This design comes from an exercise in tuning for small area, a short achievable clock period and few clock cycles on the open sky130 flow, not from production work. Only simulation tests tie the RTL to the original design; equivalence was not proved. The clock port is modelled as an ideal driver, which makes a skipped or thinned clock tree look cheaper than it is; a real chip needs a root buffer or a tree. Power and IR drop assume default switching activity.

==> flow/design.v <==
module tslcf_deframer (
    input  wire       clk,
    input  wire       rst,
    input  wire       in_valid,
    output wire       in_ready,
    input  wire [1:0] in_kind,
    input  wire [7:0] in_data,
    output reg        b_valid,    
    output reg        e_valid,    
    output reg        a_valid,    
    output reg        fe_first,   
    output reg  [7:0] op_byte
);
    localparam [1:0] K_DATA  = 2'd0,
                     K_EOS   = 2'd1,
                     K_ABORT = 2'd2;
    localparam [1:0] HUNT0 = 2'd0,   
                     HUNT1 = 2'd1,   
                     BODY0 = 2'd2,   
                     BODY1 = 2'd3;   
    reg  [1:0] state;
    reg        pend_end;    
    assign in_ready = !fe_first;
    wire take   = in_valid && !fe_first;
    wire is_esc = (in_data == 8'hFE);
    wire is_stx = (in_data == 8'h02);
    always @(posedge clk) begin
        if (!fe_first)
            op_byte <= in_data;
    end
    always @(posedge clk) begin
        if (rst) begin
            state    <= HUNT0;
            b_valid  <= 1'b0;
            e_valid  <= 1'b0;
            a_valid  <= 1'b0;
            fe_first <= 1'b0;
        end else if (fe_first) begin
            fe_first <= 1'b0;
            b_valid  <= !pend_end;
            e_valid  <= pend_end;
        end else begin
            b_valid <= 1'b0;
            e_valid <= 1'b0;
            a_valid <= 1'b0;
            if (take) begin
                case (in_kind)
                    K_DATA: begin
                        case (state)
                            HUNT0: if (is_esc) state <= HUNT1;
                            HUNT1: begin
                                if (is_stx)
                                    state <= BODY0;
                                else if (!is_esc)
                                    state <= HUNT0;
                            end
                            BODY0: begin
                                if (is_esc)
                                    state <= BODY1;
                                else
                                    b_valid <= 1'b1;
                            end
                            BODY1: begin
                                state <= BODY0;
                                if (is_stx) begin
                                    e_valid <= 1'b1;
                                end else begin
                                    b_valid <= 1'b1;
                                    if (!is_esc) begin
                                        fe_first <= 1'b1;
                                        pend_end <= 1'b0;
                                    end
                                end
                            end
                        endcase
                    end
                    K_EOS: begin
                        state <= HUNT0;
                        if (state == BODY0) begin
                            e_valid <= 1'b1;
                        end else if (state == BODY1) begin
                            b_valid  <= 1'b1;
                            fe_first <= 1'b1;
                            pend_end <= 1'b1;
                        end
                    end
                    K_ABORT: begin
                        state <= HUNT0;
                        if (state[1])
                            a_valid <= 1'b1;
                    end
                    default: ;   
                endcase
            end
        end
    end
endmodule
module tslcf_parser (
    input  wire        clk,
    input  wire        rst,
    input  wire        b_valid,
    input  wire        e_valid,
    input  wire        a_valid,
    input  wire        fe_first,
    input  wire [7:0]  op_byte,
    output reg         out_valid,
    output reg  [3:0]  out_tag,
    output reg  [15:0] out_data
);
    localparam [3:0] T_PBC    = 4'd1,
                     T_VERFLG = 4'd2,
                     T_SCREEN = 4'd3,
                     T_INDEX  = 4'd4,
                     T_CW     = 4'd5,
                     T_TLEN   = 4'd6,
                     T_TEXT   = 4'd7,
                     T_END    = 4'd8;
    localparam [2:0] S_OK          = 3'd0,
                     S_TOOSHORT    = 3'd1,
                     S_LENMISMATCH = 3'd2,
                     S_TRUNCATED   = 3'd3,
                     S_UNSUPPORTED = 3'd4,
                     S_ABORTED     = 3'd5;
    reg         half;        
    reg  [15:0] len_left;    
    reg         len_over;    
    reg  [15:0] text_left;   
    reg         text_more;   
    wire [7:0]  byte_in = fe_first ? 8'hFE : op_byte;
    wire [15:0] field16 = {byte_in, out_data[7:0]};
    wire t_pbc  = (out_tag == T_PBC);
    wire t_ver  = (out_tag == T_VERFLG);
    wire t_scr  = (out_tag == T_SCREEN);
    wire t_idx  = (out_tag == T_INDEX);
    wire t_cw   = (out_tag == T_CW);
    wire t_msg  = (out_tag == T_TLEN) || (out_tag == T_TEXT);
    wire t_end  = out_tag[3];
    wire stopped = t_cw && out_data[15];      
    wire in_text = t_msg && text_more;        
    wire header  = t_end || t_pbc || t_ver;   
    reg  [3:0] next_tag;     
    always @(*) begin
        if (t_end)      next_tag = T_PBC;
        else if (t_pbc) next_tag = T_VERFLG;
        else if (t_ver) next_tag = T_SCREEN;
        else if (t_idx) next_tag = T_CW;
        else if (t_cw)  next_tag = T_TLEN;
        else            next_tag = T_INDEX;   
    end
    reg  [2:0]  status;
    always @(*) begin
        if (a_valid)
            status = S_ABORTED;
        else if (header)
            status = S_TOOSHORT;
        else if (len_over || len_left != 16'd0)
            status = S_LENMISMATCH;
        else if (stopped)
            status = S_UNSUPPORTED;
        else if (!half && (t_scr || (t_msg && !text_more)))
            status = S_OK;
        else
            status = S_TRUNCATED;
    end
    always @(posedge clk) begin
        if (rst) begin
            out_valid <= 1'b0;
            out_tag   <= T_END;
            half      <= 1'b0;
        end else begin
            out_valid <= 1'b0;
            if (b_valid) begin
                if (!t_end) begin
                    if (len_left == 16'd0)
                        len_over <= 1'b1;
                    len_left <= len_left - 16'd1;
                end
                if (stopped) begin
                end else if (in_text) begin
                    out_valid <= 1'b1;
                    out_tag   <= T_TEXT;
                    out_data  <= {8'd0, byte_in};
                    text_left <= text_left - 16'd1;
                    text_more <= (text_left != 16'd1);
                end else if (!half) begin
                    out_data[7:0] <= byte_in;
                    half          <= 1'b1;
                end else begin
                    out_valid      <= 1'b1;
                    out_tag        <= next_tag;
                    out_data[15:8] <= byte_in;
                    half           <= 1'b0;
                    if (t_end) begin
                        len_left <= field16;
                        len_over <= 1'b0;
                    end
                    if (t_cw) begin
                        text_left <= field16;
                        text_more <= (field16 != 16'd0);
                    end
                end
            end else if (e_valid || a_valid) begin
                out_valid <= 1'b1;
                out_tag   <= T_END;
                out_data  <= {13'd0, status};
                half      <= 1'b0;
            end
        end
    end
endmodule
module tslcf_rx (
    input  wire        clk,
    input  wire        rst,
    input  wire        in_valid,
    output wire        in_ready,
    input  wire [1:0]  in_kind,
    input  wire [7:0]  in_data,
    output wire        out_valid,
    output wire [3:0]  out_tag,
    output wire [15:0] out_data
);
    wire       b_valid;
    wire       e_valid;
    wire       a_valid;
    wire       fe_first;
    wire [7:0] op_byte;
    tslcf_deframer u_deframer (
        .clk      (clk),
        .rst      (rst),
        .in_valid (in_valid),
        .in_ready (in_ready),
        .in_kind  (in_kind),
        .in_data  (in_data),
        .b_valid  (b_valid),
        .e_valid  (e_valid),
        .a_valid  (a_valid),
        .fe_first (fe_first),
        .op_byte  (op_byte)
    );
    tslcf_parser u_parser (
        .clk       (clk),
        .rst       (rst),
        .b_valid   (b_valid),
        .e_valid   (e_valid),
        .a_valid   (a_valid),
        .fe_first  (fe_first),
        .op_byte   (op_byte),
        .out_valid (out_valid),
        .out_tag   (out_tag),
        .out_data  (out_data)
    );
endmodule
Settings: LEC_CHECK=0, CAP_MARGIN=20, CORE_MARGIN=2, CORE_UTILIZATION=40, SLEW_MARGIN=20; clock period 4.0 ns.
run.sh (not shown) runs the stock make flow with config.mk's settings and CLKGATE_MAP_FILE= SYNTH_SCRIPT=/design/flow/synth_recipe.tcl, a recipe that flattens the netlist after the stock synthesis.
Testbench counts at the start, summed over its fixed seeds: cycles 14,627.
Then changed:
Settings changed: ABC_CLOCK_PERIOD_IN_PS set to 1800, CORE_UTILIZATION 40 to 55, SETUP_SLACK_MARGIN set to 2.2, TNS_END_PERCENT set to 100.
What happened: Total power grows by about 7%; global-route usage is higher by 12 points; routed wire length rises by 27%; clock skew goes up by 0.0049 ns; combinational power rose by about 6%; flip-flop and latch count does not change.
Then changed:
Settings changed: ABC_AREA set to 1, ABC_CLOCK_PERIOD_IN_PS 1800 to not set, CORE_UTILIZATION 55 to 40, SETUP_SLACK_MARGIN 2.2 to not set, TNS_END_PERCENT 100 to not set.
Outcome:
- The new run completed without violations
- core utilization decreases by 31 points
- final area goes down by 13%
- synthesized cell count is higher by 33%
- worst setup slack degrades by 0.62 ns
- clock power fell by 17%
- fmax falls by 23%
- wire length went down by 20%
- power came out lower by 7.2%
- non-clock buffer count is lower by 77

========
Another version of the RTL of tslcf_rx (not shown whole).
For scale: about 350 cells after synthesis, ~74 flip-flops, roughly 35 I/O pins, ~3400 um^2 of cells after synthesis.
export LEC_CHECK = 0
export CAP_MARGIN = 20
export CELL_PAD_IN_SITES_DETAIL_PLACEMENT = 0
export CELL_PAD_IN_SITES_GLOBAL_PLACEMENT = 0
export CORE_MARGIN = 2
export CORE_UTILIZATION = 65
export PLACE_DENSITY = 0.75
export SETUP_SLACK_MARGIN = 2.3
export SLEW_MARGIN = 20
export SYNTH_HIERARCHICAL = 1
export SYNTH_MINIMUM_KEEP_SIZE = 0
export TNS_END_PERCENT = 100
create_clock -name core_clock -period 4.0 [get_ports {clk}]
standard.sh (not shown) runs the stock make flow with config.mk's settings and CLKGATE_MAP_FILE= SYNTH_SCRIPT=/design/flow/synth_recipe.tcl, a recipe that flattens the netlist after the stock synthesis.
==> flow/flow/run.sh <==
#!/bin/bash
# Standard layout with these changes:
#  - the ports get plain buffers instead of delay cells;
#  - the clock tree is built by hand (flow/cts_hook.tcl, run by ORFS's cts
#    step before it would call clock_tree_synthesis): the clock port drives
#    one buffer per cluster of registers (3 clusters), in place of TritonCTS's H-tree;
#  - the slow wide OR/NOR cells in flow/dont_use.txt are added to the
#    platform's don't-use list (synthesis maps the same registers).
set -euo pipefail
work=$(pwd)
{
  echo "include $work/config.mk"
  echo "export DONT_USE_CELLS = $(cat "$work/flow/dont_use.txt")"
} > "$work/my_config.mk"
sed "s#DESIGN_CONFIG=[^ ]*#DESIGN_CONFIG=$work/my_config.mk#" standard.sh > my_standard.sh
grep -q "DESIGN_CONFIG=$work/my_config.mk" my_standard.sh
export BUFFER_PORTS_ARGS="-buffer_cell sky130_fd_sc_hd__buf_1"
export PRE_CTS_TCL="$work/flow/cts_hook.tcl"
bash my_standard.sh > flow.log 2>&1
==> flow/flow/cts_hook.tcl <==
# Clock tree by hand: the clock port drives K buffers, each driving a
# cluster of the registers (k-means on their placed positions).
proc manual_cts {K cbuf {rbuf ""}} {
  set block [ord::get_db_block]
  set clknet [$block findNet clk]
  set master [[ord::get_db] findMaster $cbuf]
  set sinks {}
  foreach it [$clknet getITerms] {
    set b [[$it getInst] getBBox]
    lappend sinks [list $it [expr {([$b xMin] + [$b xMax]) / 2.0}] [expr {([$b yMin] + [$b yMax]) / 2.0}]]
  }
  set sinks [lsort -real -index 1 $sinks]
  set n [llength $sinks]
  # initial centers: spread along x
  set cx {}; set cy {}
  for {set k 0} {$k < $K} {incr k} {
    set s [lindex $sinks [expr {int(($k + 0.5) * $n / $K)}]]
    lappend cx [lindex $s 1]; lappend cy [lindex $s 2]
  }
  for {set iter 0} {$iter < 30} {incr iter} {
    set sumx [lrepeat $K 0.0]; set sumy [lrepeat $K 0.0]; set cnt [lrepeat $K 0]
    set assign {}
    foreach s $sinks {
      set best 0; set bd 1e30
      for {set k 0} {$k < $K} {incr k} {
        set d [expr {abs([lindex $s 1] - [lindex $cx $k]) + abs([lindex $s 2] - [lindex $cy $k])}]
        if {$d < $bd} { set bd $d; set best $k }
      }
      lappend assign $best
      lset sumx $best [expr {[lindex $sumx $best] + [lindex $s 1]}]
      lset sumy $best [expr {[lindex $sumy $best] + [lindex $s 2]}]
      lset cnt $best [expr {[lindex $cnt $best] + 1}]
    }
    for {set k 0} {$k < $K} {incr k} {
      if {[lindex $cnt $k] > 0} {
        lset cx $k [expr {[lindex $sumx $k] / [lindex $cnt $k]}]
        lset cy $k [expr {[lindex $sumy $k] / [lindex $cnt $k]}]
      }
    }
  }
  set src $clknet
  if {$rbuf ne ""} {
    # one root buffer at the middle of the leaves
    set rinst [odb::dbInst_create $block [[ord::get_db] findMaster $rbuf] clkbuf_root]
    set src [odb::dbNet_create $block clknet_root]
    $src setSigType CLOCK
    [$rinst findITerm A] connect $clknet
    [$rinst findITerm X] connect $src
    set mx 0.0; set my 0.0
    for {set k 0} {$k < $K} {incr k} { set mx [expr {$mx + [lindex $cx $k]}]; set my [expr {$my + [lindex $cy $k]}] }
    $rinst setLocation [expr {int($mx / $K)}] [expr {int($my / $K)}]
    $rinst setPlacementStatus PLACED
  }
  for {set k 0} {$k < $K} {incr k} {
    set inst [odb::dbInst_create $block $master clkbuf_leaf_$k]
    set net [odb::dbNet_create $block clknet_leaf_$k]
    $net setSigType CLOCK
    [$inst findITerm A] connect $src
    [$inst findITerm X] connect $net
    $inst setLocation [expr {int([lindex $cx $k])}] [expr {int([lindex $cy $k])}]
    $inst setPlacementStatus PLACED
    lappend nets $net
  }
  foreach s $sinks a $assign {
    set it [lindex $s 0]
    $it disconnect
    $it connect [lindex $nets $a]
  }
  puts "manual_cts: $n sinks in $K clusters of [join $cnt { }]"
}

# ORFS's cts step calls clock_tree_synthesis: build the tree by hand instead,
# the clock port driving one buffer per cluster of registers.
proc clock_tree_synthesis {args} {
  manual_cts 3 sky130_fd_sc_hd__clkbuf_16
  set_propagated_clock [all_clocks]
}
Other scripts of this flow, unchanged in this note and not shown: flow/flow/dont_use.txt
Testbench counts at the start, summed over its fixed seeds: cycles 14,627.
Next try:
Settings changed: CELL_PAD_IN_SITES_DETAIL_PLACEMENT 0 to not set, CELL_PAD_IN_SITES_GLOBAL_PLACEMENT 0 to not set, SETUP_SLACK_MARGIN 2.3 to 2.25.
Effect:
- The new run went through all stages and came out clean
- global-route usage is about the same
- wire length fell by 0.99%
- design area fell by 0.41%
- sequential power stays flat
- synthesized cell count stays the same
- via count fell by 1.4%
- utilization fell by 0.29 points
- power stays flat
- cell count does not change
- synthesized area does not change
- first-iteration DRC count climbs by 17%
Next try:
--- a/flow/flow/run.sh
+++ b/flow/flow/run.sh
@@ -5,2 +5,2 @@
-#    step before it would call clock_tree_synthesis): the clock port drives
-#    one buffer per cluster of registers (3 clusters), in place of TritonCTS's H-tree;
+#    step before it would call clock_tree_synthesis): one root buffer driving
+#    one buffer per cluster of registers, in place of TritonCTS's H-tree;
--- a/flow/flow/cts_hook.tcl
+++ b/flow/flow/cts_hook.tcl
@@ -73 +73 @@
-# the clock port driving one buffer per cluster of registers.
+# a root buffer driving one buffer per cluster of registers.
@@ -75 +75 @@
-  manual_cts 3 sky130_fd_sc_hd__clkbuf_16
+  manual_cts 6 sky130_fd_sc_hd__clkbuf_8 sky130_fd_sc_hd__clkbuf_8
Settings changed: SETUP_SLACK_MARGIN 2.25 to 2.3, TNS_END_PERCENT 100 to 0.
=> The changed run finished with timing, DRC and antenna clean. Hold slack gets worse by 0.025 ns. Die area is unchanged. Final area grows by 2.4%. Register-to-register slack gets worse by 0.09 ns. Sequential cell count does not change. Core utilization grows by 1.7 points. Worst setup slack gets worse by 0.075 ns. Clock power grows by 17%. Synthesized area is unchanged. Wire length grows by 3.0%. Global-route usage grows by 0.20 points.
Next try:
Settings changed: SETUP_SLACK_MARGIN 2.3 to 2.2.
Effect: Cell count falls by a few percent. Flip-flop and latch count is unchanged. Setup slack loses 0.083 ns. Design area falls by a few percent. Routed wire length falls by a few percent. Power hardly moves. Critical path depth rises by 4.
Next try:
--- a/flow/flow/run.sh
+++ b/flow/flow/run.sh
@@ -5,2 +5,2 @@
-#    step before it would call clock_tree_synthesis): one root buffer driving
-#    one buffer per cluster of registers, in place of TritonCTS's H-tree;
+#    step before it would call clock_tree_synthesis): the clock port drives
+#    one buffer per cluster of registers (4 clusters), in place of TritonCTS's H-tree;
--- a/flow/flow/cts_hook.tcl
+++ b/flow/flow/cts_hook.tcl
@@ -73 +73 @@
-# a root buffer driving one buffer per cluster of registers.
+# the clock port driving one buffer per cluster of registers.
@@ -75 +75 @@
-  manual_cts 6 sky130_fd_sc_hd__clkbuf_8 sky130_fd_sc_hd__clkbuf_8
+  manual_cts 4 sky130_fd_sc_hd__clkbuf_16
Settings changed: SETUP_SLACK_MARGIN 2.2 to 2.3.
- register-to-register slack is better by 0.05 ns
- wire length is about the same
- design area rises by about 0.9%
- first-iteration DRC count falls by about 13%
- combinational power rises by about 1%
- fmax rises by 2.6%
- cell count is about the same
- power falls by about 1.2%
- critical path depth falls by 2
No run of this note takes its clock network from TritonCTS; it comes from the design's own scripts or RTL.

separate check: timing with driven ports:
In the flow no input, the clock included, has a driving cell. The finished layouts below were timed again as built, in two steps.
Step 1 (the two cells are an assumption about what drives the block):
set clk [get_ports {clk}]
set_driving_cell -lib_cell sky130_fd_sc_hd__clkbuf_16 $clk
set_driving_cell -lib_cell sky130_fd_sc_hd__buf_2 [delete_from_list [all_inputs] $clk]
Step 2, shift: input delay + t, output delay - t, t = (earliest + latest rising clock arrival at the registers) / 2. This alone moves slack from input paths to output paths.
Three values: ideal, step 1, step 2; two values: the first two.
run | t, ns | setup slack, ns | worst setup path at the end | worst data-port slew with drivers (ns) | pins driven straight from the clock port
the first run of note 1 | 0.374 | 1.124 / 1.092 / 1.203 | input to register | 0.03 | 1
the second run of note 1 | 0.384 | 1.980 / 1.980 / 1.612 | input to register | 0.05 | 1
the third run of note 1 | 0.384 | 1.362 / 1.326 / 1.479 | input to register | 0.04 | 1
the first run of note 2 | 0.212 | 2.358 / 2.301 / 2.183 | input to register | 0.03 | 3
the second run of note 2 | 0.212 | 2.348 / 2.304 / 2.170 | input to register | 0.03 | 3
the third run of note 2 | 0.354 | 2.273 / 2.242 / 2.156 | input to register | 0.03 | 1
the fourth run of note 2 | 0.354 | 2.189 / 2.165 / 2.181 | input to register | 0.03 | 1
the fifth run of note 2 | 0.220 | 2.236 / 2.236 / 2.161 | input to register | 0.03 | 4
After both steps setup and hold are still met in every run listed. For the second run of note 1, which loses most, drivers alone change the setup slack by 0.000 ns; drivers and shift together by -0.368 ns.
